From an optimization exercise on the open Yosys and OpenROAD flow, aimed at small area; shortcuts taken in it are not production practice. In this exercise RTL edits were held to simulation tests only and were not proved equivalent to the original. Power and IR drop assume default switching activity.

==> flow/design.v <==
module ir_capture #(
    parameter W      = 16,    
    parameter T      = 300,   
    parameter N_PINS = 8      
) (
    input  wire          clk,
    input  wire          rst,         
    input  wire          tick,        
    input  wire [15:0]   pin,         
    input  wire          bus_valid,
    input  wire          bus_we,
    input  wire [2:0]    bus_idx,
    input  wire [31:0]   bus_wdata,
    output reg  [31:0]   bus_rdata,
    output reg           evt_valid,
    output reg           evt_kind,
    output reg           evt_level,
    output reg  [3:0]    evt_sink,
    output reg  [W-1:0]  evt_dur
);
    localparam [2:0] IDX_SETUP    = 3'd0;
    localparam [2:0] IDX_CTRL     = 3'd1;
    localparam [2:0] IDX_STATUS   = 3'd2;
    localparam [2:0] IDX_CAPTURE  = 3'd3;
    localparam [2:0] IDX_CNT      = 3'd4;
    localparam [2:0] IDX_CTRL_SET = 3'd5;
    localparam [2:0] IDX_CTRL_CLR = 3'd6;
    localparam [1:0] POL_LOW  = 2'd0;
    localparam [1:0] POL_HIGH = 2'd1;
    localparam [1:0] POL_AUTO = 2'd2;
    reg [W-1:0] cnt;
    reg [W-1:0] capture;
    reg         ecie;
    reg         toie;
    reg         edge_sel;
    reg [1:0]   pol;
    reg [3:0]   pin_sel;
    reg [3:0]   dec_id;
    reg         pin_q;
    function sample;
        input [15:0] pins;
        input [3:0]  sel;
        begin
            if (sel < N_PINS)
                sample = pins[sel];
            else
                sample = 1'b0;
        end
    endfunction
    wire wr = bus_valid & bus_we;
    wire rd = bus_valid & ~bus_we;
    always @(*) begin
        bus_rdata = 32'd0;
        if (!rst && rd) begin
            case (bus_idx)
                IDX_SETUP:   bus_rdata = {20'd0, dec_id, pin_sel, 2'b00, pol};
                IDX_CTRL:    bus_rdata = {29'd0, edge_sel, toie, ecie};
                IDX_STATUS:  bus_rdata = {31'd0, sample(pin, pin_sel)};
                IDX_CAPTURE: bus_rdata = {{(32-W){1'b0}}, capture};
                IDX_CNT:     bus_rdata = {{(32-W){1'b0}}, cnt};
                default:     bus_rdata = 32'd0;
            endcase
        end
    end
    reg         w_ecie, w_toie, w_edge_sel;
    reg [1:0]   w_pol;
    reg [3:0]   w_pin_sel, w_dec_id;
    reg         w_setup;        
    always @(*) begin
        w_ecie     = ecie;
        w_toie     = toie;
        w_edge_sel = edge_sel;
        w_pol      = pol;
        w_pin_sel  = pin_sel;
        w_dec_id   = dec_id;
        w_setup    = 1'b0;
        if (wr) begin
            case (bus_idx)
                IDX_SETUP: begin
                    if (bus_wdata[1:0] != 2'd3) begin
                        w_setup   = 1'b1;
                        w_pol     = bus_wdata[1:0];
                        w_pin_sel = bus_wdata[7:4];
                        w_dec_id  = bus_wdata[11:8];
                        w_ecie    = 1'b1;
                        w_toie    = 1'b0;
                        case (bus_wdata[1:0])
                            POL_LOW:  w_edge_sel = 1'b0;
                            POL_HIGH: w_edge_sel = 1'b1;
                            default:  w_edge_sel = ~sample(pin, bus_wdata[7:4]);
                        endcase
                    end
                end
                IDX_CTRL: begin
                    w_ecie     = bus_wdata[0];
                    w_toie     = bus_wdata[1];
                    w_edge_sel = bus_wdata[2];
                end
                IDX_CTRL_SET: begin
                    w_ecie     = ecie     | bus_wdata[0];
                    w_toie     = toie     | bus_wdata[1];
                    w_edge_sel = edge_sel | bus_wdata[2];
                end
                IDX_CTRL_CLR: begin
                    w_ecie     = ecie     & ~bus_wdata[0];
                    w_toie     = toie     & ~bus_wdata[1];
                    w_edge_sel = edge_sel & ~bus_wdata[2];
                end
                default: ;
            endcase
        end
    end
    wire p        = sample(pin, w_pin_sel);
    wire pin_prev = w_setup ? p : pin_q;    
    wire hit      = (p != pin_prev) && w_ecie && (p == w_edge_sel);
    wire wrap    = (cnt == T - 1);
    wire do_tick = tick && !hit;
    wire timeout = do_tick && wrap && w_toie;
    reg [W-1:0] n_cnt, n_capture;
    reg         n_toie, n_edge_sel;
    always @(*) begin
        n_cnt      = cnt;
        n_capture  = capture;
        n_toie     = w_toie;
        n_edge_sel = w_edge_sel;
        if (hit) begin
            n_capture  = cnt;
            n_cnt      = {W{1'b0}};
            n_edge_sel = ~w_edge_sel;
            n_toie     = 1'b1;
        end else if (tick) begin
            if (wrap) begin
                n_cnt = {W{1'b0}};
                if (w_toie)
                    n_toie = 1'b0;
            end else begin
                n_cnt = cnt + 1'b1;
            end
        end
    end
    always @(*) begin
        evt_valid = 1'b0;
        evt_kind  = 1'b0;
        evt_level = 1'b0;
        evt_sink  = 4'd0;
        evt_dur   = {W{1'b0}};
        if (!rst && w_dec_id != 4'd0) begin
            if (hit) begin
                evt_valid = 1'b1;
                evt_level = p;
                evt_sink  = w_dec_id;
                evt_dur   = cnt;
            end else if (timeout) begin
                evt_valid = 1'b1;
                evt_kind  = 1'b1;
                evt_sink  = w_dec_id;
            end
        end
    end
    always @(posedge clk) begin
        if (rst) begin
            cnt      <= {W{1'b0}};
            capture  <= {W{1'b0}};
            ecie     <= 1'b0;
            toie     <= 1'b0;
            edge_sel <= 1'b0;
            pol      <= 2'd0;
            pin_sel  <= 4'd0;
            dec_id   <= 4'd0;
            pin_q    <= 1'b0;
        end else begin
            cnt      <= n_cnt;
            capture  <= n_capture;
            ecie     <= w_ecie;
            toie     <= n_toie;
            edge_sel <= n_edge_sel;
            pol      <= w_pol;
            pin_sel  <= w_pin_sel;
            dec_id   <= w_dec_id;
            pin_q    <= p;
        end
    end
endmodule
==> flow/run.sh <==
#!/bin/bash
# synth_recipe.tcl (not shown) runs the flow's synth.tcl, then flattens the netlist and writes it again
# the make line also repeats each setting of config.mk as NAME=value (left out here)
make -C /OpenROAD-flow-scripts/flow DESIGN_CONFIG=/design/flow/config.mk WORK_HOME=/design/flow/orfs CLKGATE_MAP_FILE= SYNTH_SCRIPT=/design/flow/synth_recipe.tcl finish
==> flow/config.mk <==
export PLATFORM = sky130hd
export DESIGN_NAME = ir_capture
export DESIGN_NICKNAME = ir_capture
export VERILOG_FILES = /design/flow/design.v
export SDC_FILE = /design/flow/constraint.sdc
export NUM_CORES = 4
export LEC_CHECK = 0
export CAP_MARGIN = 20
export CORE_MARGIN = 2
export CORE_UTILIZATION = 40
export SLEW_MARGIN = 20
==> flow/constraint.sdc <==
create_clock -name core_clock -period 10.0 [get_ports {clk}]
set_input_delay 2.0000 -clock core_clock [delete_from_list [all_inputs] [get_ports {clk}]]
set_output_delay 2.0000 -clock core_clock [all_outputs]
set_load 0.01 [all_outputs]
==> reports/summary.txt, run 1 <==
CP startpoint kind = input pin
CTS Buf Count = 5
Core area = 7330 sq um
Resized cells post-CTS = 0
Post-synth EDFFs = 0
Final hold vios = 0
Vias in the first global route = 2681
Port bufs = 65
Seq/Total Area, Yosys = 30.1%
Ratio of cells with drive above 1 in the final layout = 5.12%
Worst Hold Class = reg2reg
Mapped cell area = 3060 sq um
Run status = complete, no violations
Clock latency (worst-skew pair) = 300 ps
Max Fanout on Critical Path = 21
Final TNS setup = 0 ps
GR Overflow Total = 0
Fmax = 130 MHz
Async set-reset flop share out of synthesis = 0%
Period utilization = 76.9%
Fin area = 3770 sq um
Total routed wirelength = 8.23 mm
Slew Limit Fails = 0
Crit path time final = 7690 ps
# hold bufs at CTS = 0
Reg clk slew, reported paths = 80 ps
Vias = 2788
Worst Tran Pin Value = 1010 ps
Clock tree from TritonCTS = built
Residual DRC = 0
First-pass GRT wire length = 13.4 mm
DIE WIDTH = 91.4 um
Max VDD drop = 59.8 uV
#FFs+latches synth = 46
Setup-failing EPs final = 0
Leading cell type in the layout, fill and taps excluded = clkdlybuf4s50_1
Setup bufs post-CTS = 0
Detail Placement HPWL = 5.83 mm
Placed Area = 3680 sq um
Layout area overhead = 23.4%
Max_cap viols = 0
Synthesis Warnings = 1
Routed Antenna Nets = 0
Io pins = 111
Final Skew = 3.89 ps
DR WL/cell = 15.6 um
Site Rows = 31
H-tree depth = 2
Antenna violations before repair = 0
Sink Count = 46
Initial Util = 41.7%
Yosys cell types = 47
Syn avg cell area = 8.08 sq um
Via-to-Cell Ratio = 5.27
Tot GR Track Use = 19.9%
Leakage power total = 1.33 nW
Ant. Diodes = 0
Normalized max-slew margin = 32.4%
Routability congestion estimate = 0.807
Nets = 486
Die span in y = 91.4 um
Mapped Cells = 378
CTS max path bufs = 2
Critical path type = in2out
CTS root buf = clkbuf_8
Final Util = 51.4%
Total power draw = 353 uW
Die area = 8350 sq um
RSZ-0062 raised after global routing = false
Most frequent cells in the layout = clkdlybuf4s50_1, dfxtp_1, nor2_1
Crit. End Element = output port
Largest net degree at the start of global routing = 65
Critical path data required time = 8000 ps
Initial drt markers = 202
Hold_ws = 481 ps
Cell area power density = 93.6 nW/um^2
Main synth FF type = dfxtp_1
Arrival time worst endpoint = 5690 ps
TritonRoute pass-1 iters = 4
sequential cells by signal (all words and copies together), names as in the netlist:
name,count
dec_id,4
pin_sel,4
ecie,1
cnt,16
pol,2
edge_sel,1
toie,1
capture,16
pin_q,1
metal layers:
metal	wire length [um]	track usage, %	vias up	part of all wire (%)
met5	0	0	-	0
met1	3830	27.7	1298	46
met3	547	2.90	8	6.6
met2	3770	32.1	81	46
li1	-	-	1401	-
met4	87	5.30	0	1.1
final timing paths:
kind,startpoint,to,slack [ps],cells past startpoint
max,bus_idx[2],evt_dur[2],2310,9
min,capture[1]$_SDFFE_PP0N_,capture[1]$_SDFFE_PP0N_,480,2
max reg2reg,pin_sel[1]$_SDFF_PP0_,capture[15]$_SDFFE_PP0N_,7540,8
min reg2reg,capture[1]$_SDFFE_PP0N_,capture[1]$_SDFFE_PP0N_,480,2
area by class of cell:
| type | instances | area (sq um) |
|---|---|---|
| clock inverters | 1 | 5.00 |
| fillers | 705 | 3560 |
| clock buffers | 7 | 86.3 |
| repair buffers | 68 | 673 |
| well taps | 99 | 124 |
| flip-flops and latches | 46 | 921 |
| inverters | 6 | 22.5 |
| multi-input cells | 302 | 1940 |
metrics by stage:
step                std cells  worst slack, ps
floorplan                 393             3980
global placement          521             2350
detailed placement        521             2300
CTS                       529             2270
global route              529             2020
finish                    529             2310
where the power goes:
part           switching, mW  internal (mW)
Sequential           0.00272          0.185
Combinational         0.0243         0.0204
Clock                 0.0646         0.0559
Yosys cell counts, types with 3 or more instances:
| cell type | count | share of area (%) |
|---|---|---|
| nor2b_1 | 3 | 0.61 |
| buf_4 | 19 | 4.7 |
| xor2_1 | 9 | 2.6 |
| inv_1 | 6 | 0.74 |
| o21ai_0 | 7 | 1.1 |
| a21oi_1 | 10 | 1.6 |
| nand2b_1 | 32 | 6.6 |
| a22oi_1 | 16 | 3.9 |
| dfxtp_1 | 46 | 30 |
| buf_2 | 4 | 0.66 |
| or4_1 | 7 | 1.7 |
| nand4_1 | 3 | 0.61 |
| nor3_1 | 16 | 2.6 |
| a31oi_1 | 4 | 0.82 |
| and2_1 | 18 | 3.7 |
| nor2_1 | 45 | 5.5 |
| nand2_1 | 17 | 2.1 |
| mux2_2 | 8 | 2.9 |
| mux2i_1 | 34 | 11 |
| and3_1 | 6 | 1.2 |
| xnor2_1 | 4 | 1.1 |
| clkbuf_1 | 14 | 1.7 |
| a21boi_0 | 4 | 0.98 |
| nand3b_1 | 4 | 0.98 |
| nand3_1 | 13 | 2.1 |
| nor4_1 | 5 | 1.0 |
worst max-delay path: stages:
cell             delay [ps]
clkdlybuf4s50_1        1050
nor2_1                  170
o21bai_1                230
a21oi_1                  90
a311o_1                 380
a2111o_1                500
a21oi_2                 490
and2_1                  210
clkdlybuf4s50_1         540
logic make-up after synthesis:
group	count (synthesis)	share of synthesized area (%)
AOI/OAI and AO/OA	54	12.0
xor gates and xnor gates	13	3.73
adders and majority gates	1	0.409
buffers and inverters	45	8.27
DFF	46	30.1
muxes	43	14.8
other	1	0.123
and+or+nand+nor	175	30.5
==> inputs of run 2 (changes only) <==
==> flow/design.v (replaced) <==
module ir_capture (
    input  wire          clk,
    input  wire          rst,         
    input  wire          tick,        
    input  wire [15:0]   pin,         
    input  wire          bus_valid,
    input  wire          bus_we,
    input  wire [2:0]    bus_idx,
    input  wire [31:0]   bus_wdata,
    output wire [31:0]   bus_rdata,
    output wire          evt_valid,
    output wire          evt_kind,
    output wire          evt_level,
    output wire [3:0]    evt_sink,
    output wire [15:0]   evt_dur
);
    reg [8:0] cnt;
    reg [8:0] capture;
    reg       ecie;
    reg       toie;
    reg       edge_sel;
    reg [1:0] pol;
    reg [3:0] pin_sel;
    reg [3:0] dec_id;
    reg       pin_q;
    wire [31:0] wd = bus_wdata;
    wire wr = bus_valid & bus_we;
    wire rd = bus_valid & ~bus_we & ~rst;
    wire ws = wr & (bus_idx == 3'd0) & ~(wd[1] & wd[0]);
    wire w_set = wr & bus_idx[0] & ~bus_idx[1];
    wire w_ctl = wr & (bus_idx == 3'd1);
    wire w_clr = wr & (bus_idx == 3'd6);
    wire [2:0] c_q   = {edge_sel, toie, ecie};
    wire [2:0] c_set = {3{w_set}} & wd[2:0];
    wire [2:0] c_clr = ({3{w_ctl}} & ~wd[2:0]) | ({3{w_clr}} & wd[2:0]);
    wire [2:0] c_w   = c_set | (c_q & ~c_clr);    
    wire [3:0] sel = ws ? wd[7:4] : pin_sel;
    wire       p   = ~sel[3] & pin[sel[2:0]];
    wire hit  = ~ws & c_w[0] & (p ^ pin_q) & ~(p ^ c_w[2]);
    wire wrap = cnt[8] & cnt[5] & cnt[3] & cnt[1] & cnt[0];
    wire tw   = tick & wrap;
    wire timeout = ~hit & tw & c_w[1] & ~ws;
    wire has_sink = |dec_id;    
    wire ev_edge  = ~rst & has_sink & hit;
    wire ev_eof   = ~rst & has_sink & timeout;
    assign evt_valid = ev_edge | ev_eof;
    assign evt_kind  = ev_eof;
    assign evt_level = ev_edge & p;
    assign evt_sink  = {4{evt_valid}} & dec_id;
    assign evt_dur   = {7'd0, {9{ev_edge}} & cnt};
    wire r0 = rd & (bus_idx == 3'd0);
    wire r1 = rd & (bus_idx == 3'd1);
    wire r2 = rd & (bus_idx == 3'd2);
    wire r3 = rd & (bus_idx == 3'd3);
    wire r4 = rd & (bus_idx == 3'd4);
    wire [11:0] rv = ({12{r0}} & {dec_id, pin_sel, 2'b00, pol})
                   | ({12{r1}} & {9'd0, c_q})
                   | ({12{r2}} & {11'd0, p})
                   | ({12{r3}} & {3'd0, capture})
                   | ({12{r4}} & {3'd0, cnt});
    assign bus_rdata = {20'd0, rv};
    wire auto_es = wd[1] ? ~p : wd[0];    
    always @(posedge clk) begin
        if (rst) begin
            cnt      <= 9'd0;
            capture  <= 9'd0;
            ecie     <= 1'b0;
            toie     <= 1'b0;
            edge_sel <= 1'b0;
            pol      <= 2'd0;
            pin_sel  <= 4'd0;
            dec_id   <= 4'd0;
            pin_q    <= 1'b0;
        end else begin
            if (hit | tw)
                cnt <= 9'd0;
            else
                cnt <= cnt + {8'd0, tick};
            if (hit)
                capture <= cnt;
            ecie     <= ws | c_w[0];
            toie     <= hit | (~ws & c_w[1] & ~tw);
            edge_sel <= ws ? auto_es : (c_w[2] ^ hit);
            if (ws) begin
                pol     <= wd[1:0];
                pin_sel <= wd[7:4];
                dec_id  <= wd[11:8];
            end
            pin_q    <= p;
        end
    end
endmodule
==> run 2 against run 1 <==
  * Still clean on timing, DRC and antenna
  * Setup slack better by 100 ps
  * Final area shrank 26%
  * Routed wire length shrank 28%
  * Clock power fell by 16%
  * Die area down 25%
  * Total power is 22% lower
  * Count of clock-buffer cells in the layout shrank 2
  * First-iteration DRC count shrank 6.4%
  * Largest power group unchanged
==> reports/summary.txt, run 2 <==
Run status = complete, no violations
Nets = 384 (-21%)
Routability congestion estimate = 0.809 (+0.19%)
Commonest cells post-synth = dfxtp_1, buf_4, nand2_1, a21oi_1, nand3_1
Count leader, synth = dfxtp_1
Layout area overhead = 24.2%
Final Skew = 8.23 ps (+4.34 ps)
Crit. End Element = output port
Worst Tran Pin Value = 871 ps (-139 ps)
Clock latency (worst-skew pair) = 290 ps (about the same)
#FFs+latches synth = 32 (-30%)
Synth Area in Compound Gates = 23.5% (+12 points)
Routed Antenna Nets = 0 (unchanged)
Adder-cell share of the synthesized area = 1.11% (+0.70 points)
Mapped cell area = 2260 sq um (-26%)
Vias in the first global route = 2004 (-25%)
Leakage power total = 1.01 nW (-24%)
Seq/Total Area, Yosys = 28.3% (-1.8 points)
Post-synth EDFFs = 0 (unchanged)
Register-to-Register Setup Slack = 7360 ps (-180 ps)
Fmax = 132 MHz (+1.3%)
Max_cap viols = 0 (unchanged)
Setup-failing EPs final = 0 (unchanged)
RSZ-0062 raised after global routing = false
Setup bufs post-CTS = 0 (unchanged)
Cell Count Post-Placement = 391 (-25%)
Crit path time final = 7590 ps (-100 ps)
Simple-Gate Fraction of Synth Area = 25.2% (-5.3 points)
Mapped Cells = 279 (-26%)
Most frequent cells in the layout = clkdlybuf4s50_1, dfxtp_1, nand2_1
DR WL/cell = 14.9 um (-4.3%)
Mux cell area share after synthesis = 4.71% (-10 points)
Cell area power density = 97.9 nW/um^2 (+4.7%)
Port bufs = 54 (-17%)
Residual DRC = 0 (unchanged)
CTS root buf = clkbuf_8
Detail Placement HPWL = 4.37 mm (-25%)
Normalized max-slew margin = 41.1% (+8.7 points)
Syn avg cell area = 8.10 sq um (+0.20%)
TritonRoute pass-1 iters = 4 (unchanged)
Initial Util = 41.3% (-0.39 points)
Worst Hold Class = reg2reg
Synthesis Warnings = 1 (unchanged)
Synth area leader = dfxtp_1
Arrival time worst endpoint = 5590 ps (-100 ps)
Vias = 2141 (-23%)
Resized cells post-CTS = 0 (unchanged)
# fillers = 579 (-18%)
Ratio of cells with drive above 1 in the final layout = 7.34% (+2.2 points)
Io pins = 111 (unchanged)
Async set-reset flop share out of synthesis = 0% (unchanged)
Reg clk slew, reported paths = 70 ps (about the same)
Die span in y = 79.2 um (-13%)
Total routed wirelength = 5.94 mm (-28%)
Final hold vios = 0 (unchanged)
Core area = 5470 sq um (-25%)
Via-to-Cell Ratio = 5.37 (+1.8%)
Post-synth top area share = 28.3% (-1.8 points)
Tot GR Track Use = 19.6% (-0.32 points)
Max Fanout on Critical Path = 15 (-29%)
Xor-xnor portion of the synthesized cell area = 2.71% (-1.0 points)
Largest net degree at the start of global routing = 29 (-55%)
Clock tree from TritonCTS = built
Biggest regs = capture (9), cnt (9)
Die area = 6270 sq um (-25%)
Ant. Diodes = 0 (unchanged)
Max VDD drop = 65.5 uV (+9.6%)
Leading cell type in the layout, fill and taps excluded = clkdlybuf4s50_1
Total power draw = 275 uW (-22%)
DIE WIDTH = 79.2 um (-13%)
Critical path data required time = 8000 ps (about the same)
GR Overflow Total = 0 (unchanged)
Final TNS setup = 0 ps (unchanged)
Critical path type = in2out
Antenna violations before repair = 0 (unchanged)
Top cells by area, synth = dfxtp_1, buf_4, a21oi_1
First-pass GRT wire length = 9.72 mm (-28%)
Sink Count = 32 (-30%)
Yosys cell types = 54 (+15%)
Period utilization = 75.9% (-1.0 points)
CP startpoint kind = input pin
CTS max path bufs = 2 (unchanged)
Site Rows = 27 (-13%)
# hold bufs at CTS = 0 (unchanged)
Slew Limit Fails = 0 (unchanged)
Largest family of logic cells by synthesized area = simple AND/OR/NAND/NOR gates
CTS Buf Count = 5 (unchanged)
Final Non-Filler Cells = 399 (-25%)
Initial drt markers = 189 (-6.4%)
Main synth FF type = dfxtp_1
H-tree depth = 2 (unchanged)
==> run 2: layer usage <==
metal / track usage, % / wire, um / share of wire, % / up-vias
met3: 3.64 / 305 / 5.1 / 4
met4: 5.86 / 36 / 0.61 / 0
met5: 0 / 0 / 0 / -
li1: - / - / - / 1059
met2: 32.1 / 2840 / 48 / 72
met1: 26.2 / 2760 / 46 / 1006
==> run 2: path summary, 6_finish.rpt <==
check / from / end / cells after the start
setup / recovery: bus_idx[1] / evt_dur[2] / 8
setup reg to reg: pin_sel[0]$_SDFF_PP0_ / cnt[6]$_SDFF_PP0_ / 5
hold reg to reg: pol[1]$_SDFFE_PP0N_ / pol[1]$_SDFFE_PP0N_ / 2
hold / removal: pol[1]$_SDFFE_PP0N_ / pol[1]$_SDFFE_PP0N_ / 2
==> run 2: cell type report <==
| type | count | area [sq um] | share of cell area (%) |
|---|---|---|---|
| Clock buffer | 5 | 68.8 | 2.45 |
| Clock inverter | 3 | 18.8 | 0.669 |
| Inverter | 10 | 37.5 | 1.34 |
| Multi-Input combinational cell | 221 | 1400 | 49.7 |
| Sequential cell | 32 | 641 | 22.8 |
| Tap cell | 72 | 90.1 | 3.21 |
| Timing Repair Buffer | 56 | 556 | 19.8 |
==> run 2: critical path, cell delays in order <==
cell             delay (ps)
clkdlybuf4s50_1         730
nor2_1                  190
nand3_1                 570
o2111ai_2               450
a2111o_4                670
o21ai_4                 270
and2_1                  170
clkdlybuf4s50_1         530
==> run 2: kinds of logic after synthesis <==
kind of cell | after synthesis
muxes | 8
xor gates and xnor gates | 7
AOI/OAI and AO/OA | 70
other | 1
adders and majority gates | 2
buffers and inverters | 52
DFF | 32
and+or+nand+nor | 107
==> run 2: stage by stage <==
step | area (sq um) | hold WS, ps | setup WS, ps | utilization (%)
CTS | 2810 | 469 | 2380 | 51.3
global placement | 2720 | 447 | 2380 | 49.7
floorplan | 2360 | 436 | 4240 | -
detailed placement | 2720 | 459 | 2370 | 49.7
finish | 2810 | 464 | 2410 | 51.3
global route | 2810 | 488 | 2110 | 51.3
==> run 2: power breakdown <==
group / switching, mW / total, mW / leakage (nW) / internal (mW)
clock: 0.0526 / 0.101 / 0.0479 / 0.0485
sequential: 0.00292 / 0.133 / 0.259 / 0.130
combinational: 0.0231 / 0.0412 / 0.707 / 0.0181
total: 0.0786 / 0.275 / 1.01 / 0.196
==> inputs of run 3 (changes only) <==
==> flow/flow/run.sh (new file) <==
#!/bin/bash
# Standard ORFS layout, with smaller port buffers (buf_1) and a single shared
# tie-low cell for the constant outputs.
set -euo pipefail
bash standard.sh \
  "BUFFER_PORTS_ARGS=-buffer_cell sky130_fd_sc_hd__buf_1" \
  SKIP_REPAIR_TIE_FANOUT=1 \
  finish > flow_make.log 2>&1
==> flow/standard.sh (new file) <==
#!/bin/bash
# synth_recipe.tcl (not shown) runs the flow's synth.tcl, then flattens the netlist and writes it again
# the make line also repeats each setting of config.mk as NAME=value (left out here)
make -C /OpenROAD-flow-scripts/flow DESIGN_CONFIG=/design/flow/config.mk WORK_HOME=/design/flow/orfs CLKGATE_MAP_FILE= SYNTH_SCRIPT=/design/flow/synth_recipe.tcl "${@:-finish}"
--- a/flow/config.mk
+++ b/flow/config.mk
@@ -7,2 +7,3 @@
 export LEC_CHECK = 0
+export ABC_AREA = 1
 export CAP_MARGIN = 20
removed: flow/run.sh
==> run 3 against run 2 <==
  * Highest routed layer unchanged
  * Synthesized cell count grew 11%
  * Combinational power shrank 15%
  * First-iteration DRC count is 64% lower
  * Utilization decreased by 6.8 points
  * Still clean on timing, DRC and antenna
==> reports/summary.txt, run 3 <==
Run status = complete, no violations
Leading cell type in the layout, fill and taps excluded = nand2_1
Yosys cell types = 38 (-30%)
Syn avg cell area = 6.88 sq um (-15%)
CTS Buf Count = 5 (unchanged)
Crit-path max cell delay = 400 ps (-330 ps)
Io pins = 111 (unchanged)
Detail Placement HPWL = 3.71 mm (-15%)
Mapped cell area = 2130 sq um (-5.6%)
Final Non-Filler Cells = 409 (+2.5%)
Leakage power total = 0.875 nW (-14%)
Critical path data required time = 8000 ps (about the same)
Largest net degree at the start of global routing = 28 (-3.4%)
Via-to-Cell Ratio = 4.78 (-11%)
Mapped Cells = 310 (+11%)
Die span in y = 77.0 um (-2.7%)
Layout area overhead = 7.22%
Worst Hold Class = reg2reg
GR Overflow Total = 0 (unchanged)
Crit. End Element = output port
Hold_ws = 453 ps (-10.6 ps)
CTS max path bufs = 2 (unchanged)
Nets = 396 (+3.1%)
Worst path slowest cell = nor2_2
Resized cells post-CTS = 0 (unchanged)
Final TNS setup = 0 ps (unchanged)
Arrival time worst endpoint = 4490 ps (-1100 ps)
Total power draw = 292 uW (+6.3%)
Initial Util = 41.5% (+0.19 points)
Max Fanout on Critical Path = 25 (+10)
Max_cap viols = 0 (unchanged)
Normalized max-slew margin = 49.6% (+8.5 points)
CP startpoint kind = input pin
Clock tree from TritonCTS = built
Placed Area = 2180 sq um (-20%)
Reg clk slew, reported paths = 70 ps (about the same)
TritonRoute pass-1 iters = 4 (unchanged)
Routability congestion estimate = 0.899 (+11%)
Final Skew = 8.70 ps (+0.476 ps)
Initial drt markers = 68 (-64%)
Critical path type = in2out
Site Rows = 26 (-3.7%)
Clock latency (worst-skew pair) = 290 ps (about the same)
Count leader, synth = nand2_1
Synthesis Warnings = 1 (unchanged)
Sink Count = 32 (unchanged)
Ratio of cells with drive above 1 in the final layout = 8.55% (+1.2 points)
Ant. Diodes = 0 (unchanged)
Worst Tran Pin Value = 752 ps (-119 ps)
Final hold vios = 0 (unchanged)
Top cells by area, synth = dfxtp_1, buf_4, nand2_1
Synth area leader = dfxtp_1
RSZ-0062 raised after global routing = false
#FFs+latches synth = 32 (unchanged)
First-pass GRT wire length = 8.65 mm (-11%)
DIE WIDTH = 77.0 um (-2.7%)
DR WL/cell = 12.2 um (-18%)
Post-synth EDFFs = 0 (unchanged)
Seq/Total Area, Yosys = 30.0% (+1.7 points)
Biggest regs = capture (9), cnt (9)
Tot GR Track Use = 18.1% (-1.5 points)
Vias = 1953 (-8.8%)
Routed Antenna Nets = 0 (unchanged)
Slew Limit Fails = 0 (unchanged)
Post-synth top area share = 30.0% (+1.7 points)
Setup bufs post-CTS = 0 (unchanged)
Port bufs = 54 (unchanged)
Antenna violations before repair = 0 (unchanged)
Main synth FF type = dfxtp_1
# hold bufs at CTS = 0 (unchanged)
CP delay by family, top = simple AND/OR/NAND/NOR gates
Commonest cells post-synth = nand2_1, inv_1, nor2_1, dfxtp_1, buf_4
Max VDD drop = 81.3 uV (+24%)
Core area = 5140 sq um (-6.1%)
Period utilization = 64.9% (-11 points)
Cell area power density = 128 nW/um^2 (+31%)
Residual DRC = 0 (unchanged)
Cell Chain, Critical Path = buf_1 > a21oi_4 > nand2_8 > clkinv_1 > nand2_1 > nand2_1 > nand3_1 > nand3b_2 > nand3_4 > nand2_1 > nand3_2 > nor2_2 > nand2_2 > a21oi_1 > buf_1
Worst path most repeated cell = nand2_1
H-tree depth = 2 (unchanged)
Most frequent cells in the layout = nand2_1, buf_1, inv_1
Async set-reset flop share out of synthesis = 0% (unchanged)
Fmax = 154 MHz (+17%)
Critical path buffers and inverters = 3 (+1)
Vias in the first global route = 1855 (-7.4%)
CTS root buf = clkbuf_8
Cell Count Post-Placement = 401 (+2.6%)
Setup-failing EPs final = 0 (unchanged)
Die area = 5930 sq um (-5.4%)
Crit path time final = 6490 ps (-1100 ps)
Fin area = 2290 sq um (-19%)
Total routed wirelength = 5.00 mm (-16%)
[run 3: changes by cell type in the layout (fill, tap and decap cells not counted), moves of 6 or more]
| cell | delta |
|---|---|
| inv_1 | +37 |
| and2_1 | -15 |
| nor3_1 | -6 |
| clkdlybuf4s50_1 | -54 |
| and3_1 | -6 |
| nor2_1 | +27 |
| buf_1 | +54 |
| nand2_1 | +29 |
| a222oi_1 | -6 |
| conb_1 | -26 |
[run 3: area by class of cell]
cell class                 instances  area [sq um]
timing repair buffer              55           210
sequential                        32           641
multi-input combinational        194          1050
clock inverter                     2          35.0
inverter                          50           188
tap                               70          87.6
clock buffer                       6          72.6
fill                             594          2850
[run 3: per-layer routing]
metal	share of wire, %	GRT usage, %
met5	0	0
met4	0.88	4.64
met3	5.7	5.06
met2	45	29.7
met1	49	23.6
[run 3: final timing paths]
kind                         startpoint                 endpoint  slack, ps  cells after the start
hold / removal      pol[0]$_SDFFE_PP0N_      pol[0]$_SDFFE_PP0N_        450                      2
hold reg to reg     pol[0]$_SDFFE_PP0N_      pol[0]$_SDFFE_PP0N_        450                      2
setup / recovery           bus_wdata[0]              evt_sink[1]       3510                     15
setup reg to reg  pin_sel[0]$_SDFF_PP0_  capture[6]$_SDFFE_PP0P_       8100                     12
[run 3: power breakdown]
part | leakage [nW] | total, mW | internal, mW | switching, mW
clock | 0.0552 | 0.125 | 0.0739 | 0.0510
combinational | 0.561 | 0.0351 | 0.0105 | 0.0246
sequential | 0.259 | 0.132 | 0.130 | 0.00199
[run 3: kinds of logic after synthesis]
family,count (synthesis),synth area share [%]
buffers and inverters,84,20.6
flip-flops,32,30.0
other,1,0.176
AO/OA/AOI/OAI,50,14.5
AND/OR/NAND/NOR,135,31.0
XOR/XNOR,6,2.46
adder cells (fa/ha/maj),2,1.17
[run 3: metrics by stage]
| stage | util (%) | worst slack (ps) |
|---|---|---|
| after floorplan | - | 4460 |
| after global placement | 42.4 | 3480 |
| after detailed placement | 42.4 | 3510 |
| after CTS | 44.5 | 3490 |
| after global routing | 44.5 | 3170 |
| final | 44.5 | 3510 |
[run 3: worst register-to-register path: stages (launching register included)]
cell	delay (ps)
dfxtp_1	330
inv_1	80
nand2_4	100
nand2_2	70
nand2_1	60
nand3_1	80
nand3b_2	150
nand3_4	110
nand2_1	100
nand3_2	90
nor2_2	400
nand2_1	100
a21oi_1	170
==> inputs of run 4 (changes only) <==
--- a/flow/design.v
+++ b/flow/design.v
@@ -62,30 +62,18 @@
     wire auto_es = wd[1] ? ~p : wd[0];    
+    wire cap_ld = ~rst & hit;
+    wire cap_hd = ~rst & ~hit;
+    wire set_ld = ~rst & ws;
+    wire set_hd = ~rst & ~ws;
+    wire cnt_run = ~rst & ~hit & ~tw;
+    wire [8:0] cnt_inc = cnt + {8'd0, tick};
     always @(posedge clk) begin
-        if (rst) begin
-            cnt      <= 9'd0;
-            capture  <= 9'd0;
-            ecie     <= 1'b0;
-            toie     <= 1'b0;
-            edge_sel <= 1'b0;
-            pol      <= 2'd0;
-            pin_sel  <= 4'd0;
-            dec_id   <= 4'd0;
-            pin_q    <= 1'b0;
-        end else begin
-            if (hit | tw)
-                cnt <= 9'd0;
-            else
-                cnt <= cnt + {8'd0, tick};
-            if (hit)
-                capture <= cnt;
-            ecie     <= ws | c_w[0];
-            toie     <= hit | (~ws & c_w[1] & ~tw);
-            edge_sel <= ws ? auto_es : (c_w[2] ^ hit);
-            if (ws) begin
-                pol     <= wd[1:0];
-                pin_sel <= wd[7:4];
-                dec_id  <= wd[11:8];
-            end
-            pin_q    <= p;
-        end
+        cnt      <= {9{cnt_run}} & cnt_inc;
+        capture  <= ({9{cap_ld}} & cnt) | ({9{cap_hd}} & capture);
+        pol      <= ({2{set_ld}} & wd[1:0])  | ({2{set_hd}} & pol);
+        pin_sel  <= ({4{set_ld}} & wd[7:4])  | ({4{set_hd}} & pin_sel);
+        dec_id   <= ({4{set_ld}} & wd[11:8]) | ({4{set_hd}} & dec_id);
+        ecie     <= ~rst & (ws | c_w[0]);
+        toie     <= ~rst & (hit | (~ws & c_w[1] & ~tw));
+        edge_sel <= ~rst & (ws ? auto_es : (c_w[2] ^ hit));
+        pin_q    <= ~rst & p;
     end
==> flow/flow/run.sh (replaced) <==
#!/bin/bash
# Standard ORFS layout with: an area-oriented ABC script in the standard
# synthesis (flow/synth.tcl, flow/area.abc), buf_1 port buffers, one shared
# tie-low cell for the constant outputs, and a clock tree of small buffers
# without dummy loads. make's full output goes to flow_make.log; each tool's
# own log is under orfs/logs/.
set -euo pipefail
here=$(pwd)
export MY_ABC=$here/flow/area.abc
bash standard.sh \
  SYNTH_SCRIPT=$here/flow/synth.tcl \
  "BUFFER_PORTS_ARGS=-buffer_cell sky130_fd_sc_hd__buf_1" \
  SKIP_REPAIR_TIE_FANOUT=1 \
  "CTS_ARGS=-sink_clustering_enable -sink_clustering_size 32 -sink_clustering_max_diameter 200 -buf_list sky130_fd_sc_hd__clkbuf_4 -root_buf sky130_fd_sc_hd__clkbuf_4 -dont_use_dummy_load -repair_clock_nets" \
  finish > flow_make.log 2>&1
==> flow/flow/area.abc (new file) <==
strash
dc2
dch -f
amap
topo
==> flow/flow/synth.tcl (new file) <==
# The standard synthesis (synth_recipe.tcl), with the final ABC mapping
# run on an area-oriented script (flow/area.abc) instead of ORFS's.
proc synth {args} { yosys synth -nofsm -noshare {*}$args }
proc abc {args} {
  set keep {}
  for {set i 0} {$i < [llength $args]} {incr i} {
    set a [lindex $args $i]
    if {$a eq "-script"} { incr i; continue }
    lappend keep $a
  }
  yosys abc -script $::env(MY_ABC) {*}$keep
}
source $::env(SCRIPTS_DIR)/synth.tcl
# left out here: clear keep_hierarchy, flatten, clean up, hide names made inside functions, write 1_2_yosys.v
--- a/flow/config.mk
+++ b/flow/config.mk
@@ -11,2 +11,3 @@
 export CORE_UTILIZATION = 40
+export GPL_TIMING_DRIVEN = 0
 export SLEW_MARGIN = 20
==> run 4 against run 3 <==
  * Cell count fell by 12%
  * Critical endpoint is now evt_valid
  * Via count fell by 7.1%
  * Sequential share of layout area rose by 2.8 points
  * Still clean
  * Largest cell class unchanged
  * Fmax fell by 27%
  * Clock skew rose by 6.0 ps
  * Register-to-register slack got worse by 1700 ps
  * Sequential power barely moved
  * Critical path type unchanged
  * Clock power fell by 49%
  * Global-route usage rose by 0.55 points
  * Synthesized cell count fell by 20%
  * Utilization rose by 3.6 points
  * Routed wire length fell by 8.6%
==> reports/summary.txt, run 4 <==
Nets = 366 (-7.6%)
WHS Path Cells = 2 (unchanged)
Crit. End Element = output port
Critical path data required time = 8000 ps (about the same)
CP delay by family, top = compound AO/OA/AOI/OAI gates
Synthesis Warnings = 1 (unchanged)
Reg clk slew, reported paths = 90 ps (+20 ps)
Residual DRC = 0 (unchanged)
CP startpoint kind = input pin
Clock tree from TritonCTS = built
Worst Tran Pin Value = 851 ps (+98.8 ps)
Routability congestion estimate = 0.787 (-13%)
Mapped cell area = 1770 sq um (-17%)
Critical Path End = evt_valid
Largest net degree at the start of global routing = 28 (unchanged)
Post-synth EDFFs = 0 (unchanged)
Count leader, synth = clkinv_1
Vias = 1815 (-7.1%)
Final hold vios = 0 (unchanged)
Most frequent cells in the layout = buf_1, clkinv_1, nor2_1
R2R Path Start = pin_sel[0]$_DFF_P_
Routed Antenna Nets = 0 (unchanged)
Ratio of cells with drive above 1 in the final layout = 10.5% (+1.9 points)
Tot GR Track Use = 18.7% (+0.55 points)
Ant. Diodes = 0 (unchanged)
Setup-failing EPs final = 0 (unchanged)
Critical path buffers and inverters = 9 (+6)
Worst path slowest cell = o21ai_0
Critical path type = in2out
Io pins = 111 (unchanged)
Mapped Cells = 247 (-20%)
Leading cell type in the layout, fill and taps excluded = buf_1
CTS max path bufs = 2 (unchanged)
R2R cell count = 12 (unchanged)
Commonest cells post-synth = clkinv_1, nor2_1, dfxtp_1, buf_4, o22ai_1
TritonRoute pass-1 iters = 4 (unchanged)
Max Fanout on Critical Path = 11 (-56%)
Crit-path max cell delay = 710 ps (+310 ps)
Layout area overhead = 17.2%
Fmax = 112 MHz (-27%)
Crit path depth = 19 (+4)
Final TNS setup = 0 ps (unchanged)
Period utilization = 89.1% (+24 points)
Antenna violations before repair = 0 (unchanged)
Post-synth top area share = 36.2% (+6.1 points)
RSZ-0062 raised after global routing = false
Biggest regs = capture (9), cnt (9)
Final Skew = 14.7 ps (+6.01 ps)
Cell Chain, Critical Path = buf_1 > clkinv_1 > o21ai_0 > clkinv_1 > o22ai_1 > clkinv_1 > o22ai_1 > o21ai_0 > o221ai_1 > clkinv_1 > o2111ai_1 > clkinv_1 > o211ai_1 > clkinv_1 > nand2_1 > nor2_1 > nor2_1 > clkinv_1 > buf_1
Site Rows = 24 (-7.7%)
DIE WIDTH = 70.6 um (-8.4%)
# hold bufs at CTS = 0 (unchanged)
Sink Count = 32 (unchanged)
GR Overflow Total = 0 (unchanged)
Slew Limit Fails = 0 (unchanged)
Leakage power total = 0.709 nW (-19%)
Detail Placement HPWL = 3.49 mm (-5.9%)
Die area = 4980 sq um (-16%)
DR WL/cell = 12.8 um (+4.4%)
Crit path time final = 8910 ps (+2420 ps)
Max_cap viols = 0 (unchanged)
Via-to-Cell Ratio = 5.07 (+6.2%)
Resized cells post-CTS = 0 (unchanged)
CTS root buf = clkbuf_4
Vias in the first global route = 1595 (-14%)
Normalized max-slew margin = 42.7% (-6.9 points)
Cell area power density = 111 nW/um^2 (-13%)
CTS Buf Count = 5 (unchanged)
Worst path most repeated cell = clkinv_1
Run status = complete, no violations
Initial drt markers = 106 (+56%)
#FFs+latches synth = 32 (unchanged)
First-pass GRT wire length = 7.35 mm (-15%)
Arrival time worst endpoint = 6910 ps (+2420 ps)
Clock latency (worst-skew pair) = 330 ps (+40 ps)
Initial Util = 41.0% (-0.51 points)
Synth area leader = dfxtp_1
Final setup margin = 1090 ps (-2420 ps)
Seq/Total Area, Yosys = 36.2% (+6.1 points)
Total routed wirelength = 4.57 mm (-8.6%)
H-tree depth = 2 (unchanged)
Reg2reg end = cnt[3]$_DFF_P_
Async set-reset flop share out of synthesis = 0% (unchanged)
Die span in y = 70.6 um (-8.4%)
Port bufs = 54 (unchanged)
Register-to-Register Setup Slack = 6410 ps (-1690 ps)
Setup WS pre-CTS = 1080 ps (-2440 ps)
Core area = 4320 sq um (-16%)
Main synth FF type = dfxtp_1
Yosys cell types = 25 (-34%)
Syn avg cell area = 7.17 sq um (+4.3%)
Setup bufs post-CTS = 0 (unchanged)
Worst Hold Class = reg2reg
Top cells by area, synth = dfxtp_1, buf_4, clkinv_1
Beginning of the critical path = bus_wdata[1]
Max VDD drop = 66.2 uV (-19%)
run 4: cell count changes after synthesis, sizes merged, moves of 4 or more:
cell,previous run,this run
o22ai,0,23
a21oi,25,4
o221ai,5,9
inv,49,0
nand3,21,4
clkinv,1,47
xor2,5,0
a211oi,0,4
nor2,38,46
o21ai,13,9
nand2,65,19
nand3b,4,0
buf,32,27
run 4: cell families after synthesis:
| family | Yosys count | share of synthesized area (%) |
|---|---|---|
| buf+inv | 74 | 21.4 |
| simple gates | 82 | 19.6 |
| compound gates | 56 | 21.3 |
| fa+ha+maj | 2 | 1.41 |
| other cells | 1 | 0.212 |
| flops | 32 | 36.2 |
run 4: report_power, final:
group	internal (mW)	switching (mW)
Combinational	0.0143	0.0205
Sequential	0.130	0.00168
Clock	0.0234	0.0400
Total	0.168	0.0622
run 4: worst min-delay path by stage:
stage	start	end	slack, ps
CTS	capture[8]$_DFF_P_	capture[8]$_DFF_P_	470
global route	capture[6]$_DFF_P_	capture[6]$_DFF_P_	480
floorplan	capture[8]$_DFF_P_	capture[8]$_DFF_P_	440
global placement	capture[8]$_DFF_P_	capture[8]$_DFF_P_	450
finish	capture[8]$_DFF_P_	capture[8]$_DFF_P_	460
detailed placement	capture[8]$_DFF_P_	capture[8]$_DFF_P_	450
run 4: worst reg2reg max path, stage by stage, from the launching register on:
cell,delay (ps)
dfxtp_1,320
o22ai_1,390
clkinv_1,230
o22ai_1,200
o21ai_0,100
o221ai_1,590
clkinv_1,200
o2111ai_1,270
clkinv_1,120
o211ai_1,140
clkinv_1,160
or3_1,520
a211oi_1,270
run 4: stage by stage:
step | std cells | hold slack, ps | area, sq um | power [mW] | util (%)
after floorplan | 247 | 438 | 1770 | 0.159 | -
after global placement | 353 | 448 | 2040 | 0.168 | 47.2
after detailed placement | 353 | 454 | 2040 | 0.169 | 47.2
after CTS | 358 | 468 | 2080 | 0.231 | 48.0
after global routing | 358 | 484 | 2080 | 0.243 | 48.0
final | 358 | 464 | 2080 | 0.230 | 48.0
run 4: layout make-up:
cell class                 instances  area, sq um
fill                             489         2250
multi-input combinational        141          752
sequential                        32          641
timing repair buffer              54          203
buffer                            27          203
inverter                          47          176
tap                               52         65.1
clock buffer                       5         37.5
run 4: layer usage:
layer  track usage, %  vias to the layer above  share of wire (%)
li1                 -                      943                  -
met1             24.1                      795                 45
met2             30.3                       71                 45
met3             3.99                        6                8.7
met4             8.18                        0                1.2
met5                0                        -                  0
==> inputs of run 5 (changes only) <==
--- a/flow/design.v
+++ b/flow/design.v
@@ -16,11 +16,21 @@
 );
-    reg [8:0] cnt;
-    reg [8:0] capture;
-    reg       ecie;
-    reg       toie;
-    reg       edge_sel;
-    reg [1:0] pol;
-    reg [3:0] pin_sel;
-    reg [3:0] dec_id;
-    reg       pin_q;
+    localparam [8:0] ICNT = 9'h1ff;
+    localparam [8:0] ICAP = 9'h1bf;
+    localparam [9:0] ISET = 10'h3c9;
+    localparam [3:0] ICTL = 4'h7;
+    reg [8:0] cnt_r;
+    reg [8:0] cap_r;
+    reg [9:0] set_r;      
+    reg [3:0] ctl_r;      
+    wire [8:0] cnt     = cnt_r ^ ICNT;
+    wire [8:0] capture = cap_r ^ ICAP;
+    wire [9:0] setup_v = set_r ^ ISET;
+    wire [3:0] ctl_v   = ctl_r ^ ICTL;
+    wire [1:0] pol     = setup_v[1:0];
+    wire [3:0] pin_sel = setup_v[5:2];
+    wire [3:0] dec_id  = setup_v[9:6];
+    wire       ecie     = ctl_v[0];
+    wire       toie     = ctl_v[1];
+    wire       edge_sel = ctl_v[2];
+    wire       pin_q    = ctl_v[3];
     wire [31:0] wd = bus_wdata;
@@ -68,12 +78,15 @@
     wire [8:0] cnt_inc = cnt + {8'd0, tick};
+    wire [8:0] n_cnt = {9{cnt_run}} & cnt_inc;
+    wire [8:0] n_cap = ({9{cap_ld}} & cnt) | ({9{cap_hd}} & capture);
+    wire [9:0] n_set = ({10{set_ld}} & {wd[11:8], wd[7:4], wd[1:0]}) | ({10{set_hd}} & setup_v);
+    wire [3:0] n_ctl;
+    assign n_ctl[0] = ~rst & (ws | c_w[0]);
+    assign n_ctl[1] = ~rst & (hit | (~ws & c_w[1] & ~tw));
+    assign n_ctl[2] = ~rst & (ws ? auto_es : (c_w[2] ^ hit));
+    assign n_ctl[3] = ~rst & p;
     always @(posedge clk) begin
-        cnt      <= {9{cnt_run}} & cnt_inc;
-        capture  <= ({9{cap_ld}} & cnt) | ({9{cap_hd}} & capture);
-        pol      <= ({2{set_ld}} & wd[1:0])  | ({2{set_hd}} & pol);
-        pin_sel  <= ({4{set_ld}} & wd[7:4])  | ({4{set_hd}} & pin_sel);
-        dec_id   <= ({4{set_ld}} & wd[11:8]) | ({4{set_hd}} & dec_id);
-        ecie     <= ~rst & (ws | c_w[0]);
-        toie     <= ~rst & (hit | (~ws & c_w[1] & ~tw));
-        edge_sel <= ~rst & (ws ? auto_es : (c_w[2] ^ hit));
-        pin_q    <= ~rst & p;
+        cnt_r <= n_cnt ^ ICNT;
+        cap_r <= n_cap ^ ICAP;
+        set_r <= n_set ^ ISET;
+        ctl_r <= n_ctl ^ ICTL;
     end
--- a/flow/flow/run.sh
+++ b/flow/flow/run.sh
@@ -12,3 +12,3 @@
   "BUFFER_PORTS_ARGS=-buffer_cell sky130_fd_sc_hd__buf_1" \
-  SKIP_REPAIR_TIE_FANOUT=1 \
+  SKIP_REPAIR_TIE_FANOUT=1 SYNTH_INSBUF=0 \
   "CTS_ARGS=-sink_clustering_enable -sink_clustering_size 32 -sink_clustering_max_diameter 200 -buf_list sky130_fd_sc_hd__clkbuf_4 -root_buf sky130_fd_sc_hd__clkbuf_4 -dont_use_dummy_load -repair_clock_nets" \
==> run 5 against run 4 <==
  * Still clean
  * Combinational power down 29%
  * Clock power is 3% higher
  * Via count shrank 10%
  * Sequential power hardly changed
  * Cell count is 16% lower
  * Sequential share of layout area up 4.5 points
  * Final area decreased by 13%
  * Critical endpoint is now evt_level
  * Largest power group unchanged
==> reports/summary.txt, run 5 <==
Sink Count = 32 (unchanged)
Combinational power share = 11.1% (-4.1 points)
CTS Buf Count = 5 (unchanged)
Max VDD drop = 63.9 uV (-3.5%)
Run status = complete, no violations
Setup bufs post-CTS = 0 (unchanged)
Site Rows = 22 (-8.3%)
Vias in the first global route = 1449 (-9.2%)
CTS max path bufs = 2 (unchanged)
Critical path type = in2out
Ant. Diodes = 0 (unchanged)
RSZ-0062 raised after global routing = false
Total routed wirelength = 4.14 mm (-9.3%)
DR WL met3 = 172 um (-57%)
Ratio of cells with drive above 1 in the final layout = 1.97% (-8.5 points)
Fmax = 111 MHz (-0.90%)
Normalized max-slew margin = 40.5% (-2.2 points)
Seq/Total Area, Yosys = 42.4% (+6.2 points)
TritonRoute pass-1 iters = 4 (unchanged)
Setup-failing EPs final = 0 (unchanged)
Layout area overhead = 19.9%
Synthesis Warnings = 1 (unchanged)
Arrival time worst endpoint = 6990 ps (+80 ps)
Tot GR Track Use = 20.4% (+1.8 points)
Top cells by area, synth = dfxtp_1, nor2_1, o22a_1
Die span in y = 65.5 um (-7.2%)
Worst path slowest cell = o21ai_0
Yosys cell types = 28 (+12%)
Mapped Cells = 195 (-21%)
Routability congestion estimate = 0.865 (+10%)
Vias = 1626 (-10%)
Clock tree from TritonCTS = built
Max Fanout on Critical Path = 11 (unchanged)
Port bufs = 54 (unchanged)
Post-synth top area share = 42.4% (+6.2 points)
Core area = 3630 sq um (-16%)
DR WL/cell = 13.7 um (+7.5%)
Final Skew = 23.5 ps (+8.79 ps)
Biggest regs = set_r (10), cap_r (9), cnt_r (9)
Reg clk slew, reported paths = 100 ps (about the same)
Most frequent cells in the layout = buf_1, nor2_1, dfxtp_1
Initial drt markers = 85 (-20%)
Residual DRC = 0 (unchanged)
R2R cell count = 12 (unchanged)
Routed Antenna Nets = 0 (unchanged)
Sw power = 61.5 uW (-1.2%)
Worst path most repeated cell = clkinv_1
Max reg flops = 10
#FFs+latches synth = 32 (unchanged)
Max_cap viols = 0 (unchanged)
Syn avg cell area = 7.75 sq um (+8.1%)
Final TNS setup = 0 ps (unchanged)
Crit. End Element = output port
Cell Chain, Critical Path = buf_1 > clkinv_1 > o21ai_0 > clkinv_1 > o22ai_1 > clkinv_1 > o221ai_1 > o21ai_0 > o221ai_1 > clkinv_1 > a211oi_1 > nor2b_1 > nand2_1 > nor2_1 > clkinv_1 > nor2_1 > buf_1
Leakage power total = 0.557 nW (-21%)
Flop pwr share = 59.5% (+2.3 points)
Async set-reset flop share out of synthesis = 0% (unchanged)
Internal = 161 uW (-4.1%)
Antenna violations before repair = 0 (unchanged)
Cell area power density = 123 nW/um^2 (+11%)
Nets = 314 (-14%)
WHS Path Cells = 2 (unchanged)
Clock power frac = 29.4% (+1.8 points)
Slew Limit Fails = 0 (unchanged)
Crit-path max cell delay = 720 ps (about the same)
Commonest cells post-synth = nor2_1, dfxtp_1, clkinv_1, nand2_1
Wl on met1 = 1.96 mm (-4.1%)
Sw Ratio = 27.7% (+0.61 points)
Resized cells post-CTS = 0 (unchanged)
Worst Hold Class = reg2reg
CTS root buf = clkbuf_4
Main synth FF type = dfxtp_1
Final hold vios = 0 (unchanged)
Count leader, synth = nor2_1
# hold bufs at CTS = 0 (unchanged)
Crit path time final = 8990 ps (+80.5 ps)
Die area = 4290 sq um (-14%)
Synth area leader = dfxtp_1
DR WL met2 = 1.95 mm (-5.9%)
Period utilization = 89.9% (+0.81 points)
CP startpoint kind = input pin
# fillers = 402 (-18%)
Io pins = 111 (unchanged)
Worst Tran Pin Value = 883 ps (+31.9 ps)
First-pass GRT wire length = 6.69 mm (-8.9%)
Uppermost layer routed = met4
H-tree depth = 2 (unchanged)
Initial Util = 41.6% (+0.63 points)
GR Overflow Total = 0 (unchanged)
Clock latency (worst-skew pair) = 340 ps (about the same)
Via-to-Cell Ratio = 5.38 (+6.2%)
Leading cell type in the layout, fill and taps excluded = buf_1
Mapped cell area = 1510 sq um (-15%)
Critical path data required time = 8000 ps (about the same)
Detail Placement HPWL = 3.13 mm (-10%)
DIE WIDTH = 65.5 um (-7.2%)
Largest net degree at the start of global routing = 28 (unchanged)
Final Util = 49.9% (+1.8 points)
Post-synth EDFFs = 0 (unchanged)
Top reg by flops = set_r
run 5: metal layers:
| metal | track usage (%) | up-vias |
|---|---|---|
| met5 | 0 | - |
| met4 | 7.81 | 0 |
| met3 | 4.28 | 7 |
| met2 | 32.1 | 28 |
| met1 | 27.5 | 758 |
| li1 | - | 833 |
run 5: cell type report:
| cell class | count | area, sq um | share of cell area [%] |
|---|---|---|---|
| inverter | 21 | 78.8 | 4.35 |
| sequential | 32 | 641 | 35.4 |
| clock buffer | 5 | 37.5 | 2.07 |
| tap | 48 | 60.1 | 3.31 |
| timing repair buffer | 54 | 203 | 11.2 |
| multi-input combinational | 142 | 792 | 43.7 |
run 5: worst paths after layout:
kind	from	end	slack, ps
setup / recovery	bus_wdata[0]	evt_level	1010
hold / removal	cap_r[6]$_DFF_P_	cap_r[6]$_DFF_P_	480
setup reg to reg	set_r[2]$_DFF_P_	cnt_r[8]$_DFF_P_	6330
hold reg to reg	cap_r[6]$_DFF_P_	cap_r[6]$_DFF_P_	480
run 5: logic make-up after synthesis:
logic type               synth area share [%]
AO/OA/AOI/OAI                            28.5
adder cells (fa/ha/maj)                  1.66
buffers and inverters                    5.22
flip-flops                               42.4
other                                   0.248
AND/OR/NAND/NOR                          22.0
run 5: worst max-delay path: cells and delay by family:
kind	cells	cell delay (ps)
buffers and inverters	7	1720
AOI/OAI and AO/OA	6	2220
and+or+nand+nor	4	1020
run 5: power by group through the flow:
stage	Sequential [mW]	Combinational [mW]	Clock, mW
after floorplan	0.134	0.0166	0
after global placement	0.135	0.0248	0
after detailed placement	0.135	0.0248	0
after CTS	0.132	0.0249	0.0670
after global routing	0.132	0.0285	0.0727
final	0.132	0.0248	0.0652
run 5: per-stage QoR:
step	hold slack, ps	cells	worst slack (ps)	total power, mW	cell area (sq um)
detailed placement	465	297	998	0.160	1770
finish	481	302	1010	0.222	1810
CTS	480	302	996	0.224	1810
global route	503	302	180	0.234	1810
global placement	459	297	978	0.160	1770
floorplan	446	195	2270	0.151	1510
==> inputs of run 6 (changes only) <==
--- a/flow/design.v
+++ b/flow/design.v
@@ -16,5 +16,5 @@
 );
-    localparam [8:0] ICNT = 9'h1ff;
+    localparam [8:0] ICNT = 9'h1f7;
     localparam [8:0] ICAP = 9'h1bf;
-    localparam [9:0] ISET = 10'h3c9;
+    localparam [9:0] ISET = 10'h3c8;
     localparam [3:0] ICTL = 4'h7;
@@ -37,3 +37,3 @@
     wire wr = bus_valid & bus_we;
-    wire rd = bus_valid & ~bus_we & ~rst;
+    wire rd = bus_valid & ~(bus_we | rst);
     wire ws = wr & (bus_idx == 3'd0) & ~(wd[1] & wd[0]);
==> flow/flow/run.sh (replaced) <==
#!/bin/bash
# Standard ORFS layout (the standard.sh) with:
#  - the standard synthesis with its final ABC mapping run on an area-oriented
#    script (flow/synth.tcl, flow/area.abc) and without the separate adder
#    mapping step (ADDER_MAP_FILE empty); registers are unchanged;
#  - buf_1 port buffers and one shared tie-low cell for the constant outputs;
#  - a clock tree of clkbuf_4 cells without dummy loads.
# make's full output goes to flow_make.log; each tool's own log is under
# orfs/logs/.
set -euo pipefail
here=$(pwd)
export MY_ABC=$here/flow/area.abc
bash standard.sh \
  SYNTH_SCRIPT=$here/flow/synth.tcl ADDER_MAP_FILE= \
  "BUFFER_PORTS_ARGS=-buffer_cell sky130_fd_sc_hd__buf_1" \
  SKIP_REPAIR_TIE_FANOUT=1 SYNTH_INSBUF=0 \
  "CTS_ARGS=-sink_clustering_enable -sink_clustering_size 32 -sink_clustering_max_diameter 200 -buf_list sky130_fd_sc_hd__clkbuf_4 -root_buf sky130_fd_sc_hd__clkbuf_4 -dont_use_dummy_load -repair_clock_nets" \
  finish > flow_make.log 2>&1
==> run 6 against run 5 <==
  * Sequential share of layout area grew 0.88 points
  * Sequential power is essentially flat
  * Critical path depth grew 1
  * Synthesized cell count shrank 2.6%
  * Flip-flop and latch count is the same
  * Clock skew shrank 1.7 ps
  * Die area shrank 2.7%
  * Utilization shrank 0.83 points
  * Synthesized area shrank 2.9%
  * Final area shrank 2.4%
  * Critical endpoint is now evt_dur[4]
  * Highest routed layer unchanged
==> reports/summary.txt, run 6 <==
Run status = complete, no violations
Antenna violations before repair = 0 (unchanged)
Ant. Diodes = 0 (unchanged)
#FFs+latches synth = 32 (unchanged)
Synth area leader = dfxtp_1
Max reg flops = 10 (unchanged)
R2R cell count = 12 (unchanged)
Setup-failing EPs final = 0 (unchanged)
Core area = 3610 sq um (-0.76%)
Top cells by area, synth = dfxtp_1, nor2_1, o22a_1
Top reg by flops = set_r
# fillers = 397 (-1.2%)
Initial drt markers = 57 (-33%)
Total routed wirelength = 3.83 mm (-7.6%)
Register-to-Register Setup Slack = 6560 ps (+230 ps)
Clock tree from TritonCTS = built
CTS root buf = clkbuf_4
Sink Count = 32 (unchanged)
Tot GR Track Use = 19.8% (-0.64 points)
Syn avg cell area = 7.72 sq um (-0.34%)
Biggest regs = set_r (10), cap_r (9), cnt_r (9)
Port bufs = 54 (unchanged)
Critical path type = in2out
Mapped Cells = 190 (-2.6%)
Leading cell type in the layout, fill and taps excluded = buf_1
Post-synth top area share = 43.6% (+1.3 points)
Final Skew = 21.8 ps (-1.72 ps)
CTS Buf Count = 5 (unchanged)
Hold Path End = set_r[0]$_DFF_P_
Crit. End Element = output port
Worst Hold Class = reg2reg
CTS max path bufs = 2 (unchanged)
Nets = 307 (-2.2%)
H-tree depth = 2 (unchanged)
Die area = 4170 sq um (-2.7%)
Max Fanout on Critical Path = 11 (unchanged)
Max VDD drop = 59.1 uV (-7.5%)
Seq/Total Area, Yosys = 43.6% (+1.3 points)
Crit path time final = 9080 ps (+91.1 ps)
Beginning of the critical path = bus_wdata[0]
Residual DRC = 0 (unchanged)
TritonRoute pass-1 iters = 4 (unchanged)
Detail Placement HPWL = 2.96 mm (-5.5%)
CP startpoint kind = input pin
Final hold vios = 0 (unchanged)
Initial Util = 40.7% (-0.90 points)
Routed Antenna Nets = 0 (unchanged)
Arrival time worst endpoint = 7080 ps (+90 ps)
Vias in the first global route = 1425 (-1.7%)
Max_cap viols = 0 (unchanged)
Site Rows = 22 (unchanged)
Via-to-Cell Ratio = 5.19 (-3.7%)
Final setup margin = 922 ps (-91.1 ps)
Async set-reset flop share out of synthesis = 0% (unchanged)
Combinational power share = 10.9% (-0.2 points)
Total area of sequential cells = 641 sq um (unchanged)
Main synth FF type = dfxtp_1
Normalized max-slew margin = 39.8% (-0.76 points)
R2R Path Start = set_r[2]$_DFF_P_
Internal = 160 uW (-0.51%)
Final TNS setup = 0 ps (unchanged)
Sw Ratio = 26.3% (-1.3 points)
Reg clk slew, reported paths = 60 ps (-40 ps)
Setup bufs post-CTS = 0 (unchanged)
Synthesis Warnings = 1 (unchanged)
Reg2reg end = cnt_r[5]$_DFF_P_
Most frequent cells in the layout = buf_1, nor2_1, dfxtp_1
Clock latency (worst-skew pair) = 330 ps (about the same)
Largest net degree at the start of global routing = 28 (unchanged)
GR Overflow Total = 0 (unchanged)
# hold bufs at CTS = 0 (unchanged)
Flop pwr share = 60.7% (+1.2 points)
Slew Limit Fails = 0 (unchanged)
DR WL/cell = 12.9 um (-6.0%)
Critical path data required time = 8000 ps (about the same)
Fmax = 110 MHz (-1.0%)
Io pins = 111 (unchanged)
Cell area power density = 123 nW/um^2 (about the same)
Clock power frac = 28.5% (-0.9 points)
Period utilization = 90.8% (+0.91 points)
Vias = 1540 (-5.3%)
Multi-input logic area = 748 sq um (-5.5%)
Yosys cell types = 24 (-14%)
DIE WIDTH = 64.6 um (-1.4%)
Ratio of cells with drive above 1 in the final layout = 2.01% (+0.040 points)
Worst Tran Pin Value = 894 ps (+11.3 ps)
RSZ-0062 raised after global routing = false
HP Start = set_r[0]$_DFF_P_
First-pass GRT wire length = 6.43 mm (-3.9%)
Layout area overhead = 20.5%
Setup WS pre-CTS = 936 ps (-61.3 ps)
Sw power = 57.2 uW (-7.0%)
Leakage power total = 0.539 nW (-3.2%)
Mapped cell area = 1470 sq um (-2.9%)
Commonest cells post-synth = nor2_1, dfxtp_1, clkinv_1, nand2_1, o22ai_1
Count leader, synth = nor2_1
Post-synth EDFFs = 0 (unchanged)
Resized cells post-CTS = 0 (unchanged)
WHS Path Cells = 2 (unchanged)
Die span in y = 64.6 um (-1.4%)
Routability congestion estimate = 0.846 (-2.2%)
## run 6: worst max-delay path by stage
stage	endpoint	slack (ps)	depth (start not counted)
2_1_floorplan	evt_sink[0]	2220	16
3_3_place_gp	evt_dur[7]	990	18
3_5_place_dp	evt_dur[4]	940	18
4_1_cts	evt_dur[4]	930	18
5_1_grt	evt_dur[3]	280	18
6_report	evt_dur[4]	920	18
## run 6: power by group through the flow
| stage | registers, mW | logic [mW] | clock network (mW) |
|---|---|---|---|
| 2_1_floorplan | 0.134 | 0.0156 | 0 |
| 3_3_place_gp | 0.135 | 0.0235 | 0 |
| 3_5_place_dp | 0.135 | 0.0234 | 0 |
| 4_1_cts | 0.132 | 0.0236 | 0.0639 |
| 5_1_grt | 0.132 | 0.0266 | 0.0686 |
| 6_report | 0.132 | 0.0236 | 0.0618 |
## run 6: worst max-delay path: stages
cell and delay (ps):
buf_1 130, clkinv_1 140, o21ai_0 740, clkinv_1 550, o22ai_1 530, clkinv_1 230
o221ai_1 180, o21ai_0 120, o221ai_1 400, clkinv_1 280, a211oi_1 360, o221ai_1 220
clkinv_1 100, nand2_1 240, nor2_1 230, clkinv_1 290, nor2_1 180, buf_1 160
## run 6: logic make-up after synthesis
family	synth area share [%]
simple gates	21.2
buf+inv	5.37
other cells	0.256
compound gates	29.5
flops	43.6
## run 6: final cells by class
cell class / instances / share of cell area [%]
Tap cell: 48 / 3.40
Timing Repair Buffer: 54 / 11.5
Sequential cell: 32 / 36.2
Multi-Input combinational cell: 137 / 42.3
Inverter: 21 / 4.46
Clock buffer: 5 / 2.12
## run 6: layer usage
layer  track usage [%]  vias up  wire [um]
li1                  -      811          -
met1              27.4      678       1910
met2              30.2       43       1630
met3              3.99        8        224
met4              7.98        0         63
met5                 0        -          0
## run 6: through the flow
step / instances / power, mW / util [%] / hold slack (ps) / area, sq um
floorplan: 190 / 0.150 / - / 446 / 1470
global placement: 292 / 0.158 / 48.0 / 458 / 1730
detailed placement: 292 / 0.158 / 48.0 / 463 / 1730
CTS: 297 / 0.219 / 49.0 / 478 / 1770
global route: 297 / 0.227 / 49.0 / 511 / 1770
finish: 297 / 0.217 / 49.0 / 478 / 1770

==> re-timing with driven ports <==
The results above use ideal ports. As a check the final layouts listed here were re-extracted and re-timed, cells and wires unchanged. Step 1 assumes that a clkbuf_16 drives the clock port and a buf_2 every other input. Step 2 also shifts input and output timing later by t, the mid clock arrival at the registers, as if the neighbouring blocks saw the same clock. a / b / c = ideal / step 1 / step 2; a / b = the first two.
| run | t, ns | setup slack, ns | hold slack, ns | worst setup path after step 2 | latest minus earliest clock arrival (ns) |
|---|---|---|---|---|---|
| run 1 | 0.331 | 2.309 / 2.287 / 2.287 | 0.481 / 0.481 / 0.481 | input to output | 0.004 / 0.004 |
| run 2 | 0.310 | 2.409 / 2.387 / 2.387 | 0.464 / 0.464 / 0.464 | input to output | 0.009 / 0.009 |
| run 3 | 0.316 | 3.514 / 3.491 / 3.491 | 0.453 / 0.453 / 0.453 | input to output | 0.009 / 0.009 |
| run 4 | 0.354 | 1.093 / 1.071 / 1.071 | 0.464 / 0.464 / 0.464 | input to output | 0.015 / 0.014 |
| run 5 | 0.354 | 1.013 / 0.991 / 0.991 | 0.481 / 0.481 / 0.481 | input to output | 0.023 / 0.024 |
| run 6 | 0.343 | 0.922 / 0.900 / 0.900 | 0.478 / 0.478 / 0.478 | input to output | 0.022 / 0.022 |
After both steps setup and hold are still met in every run listed. For run 3, which loses most, drivers alone change the setup slack by -0.023 ns; drivers and shift together by -0.023 ns.
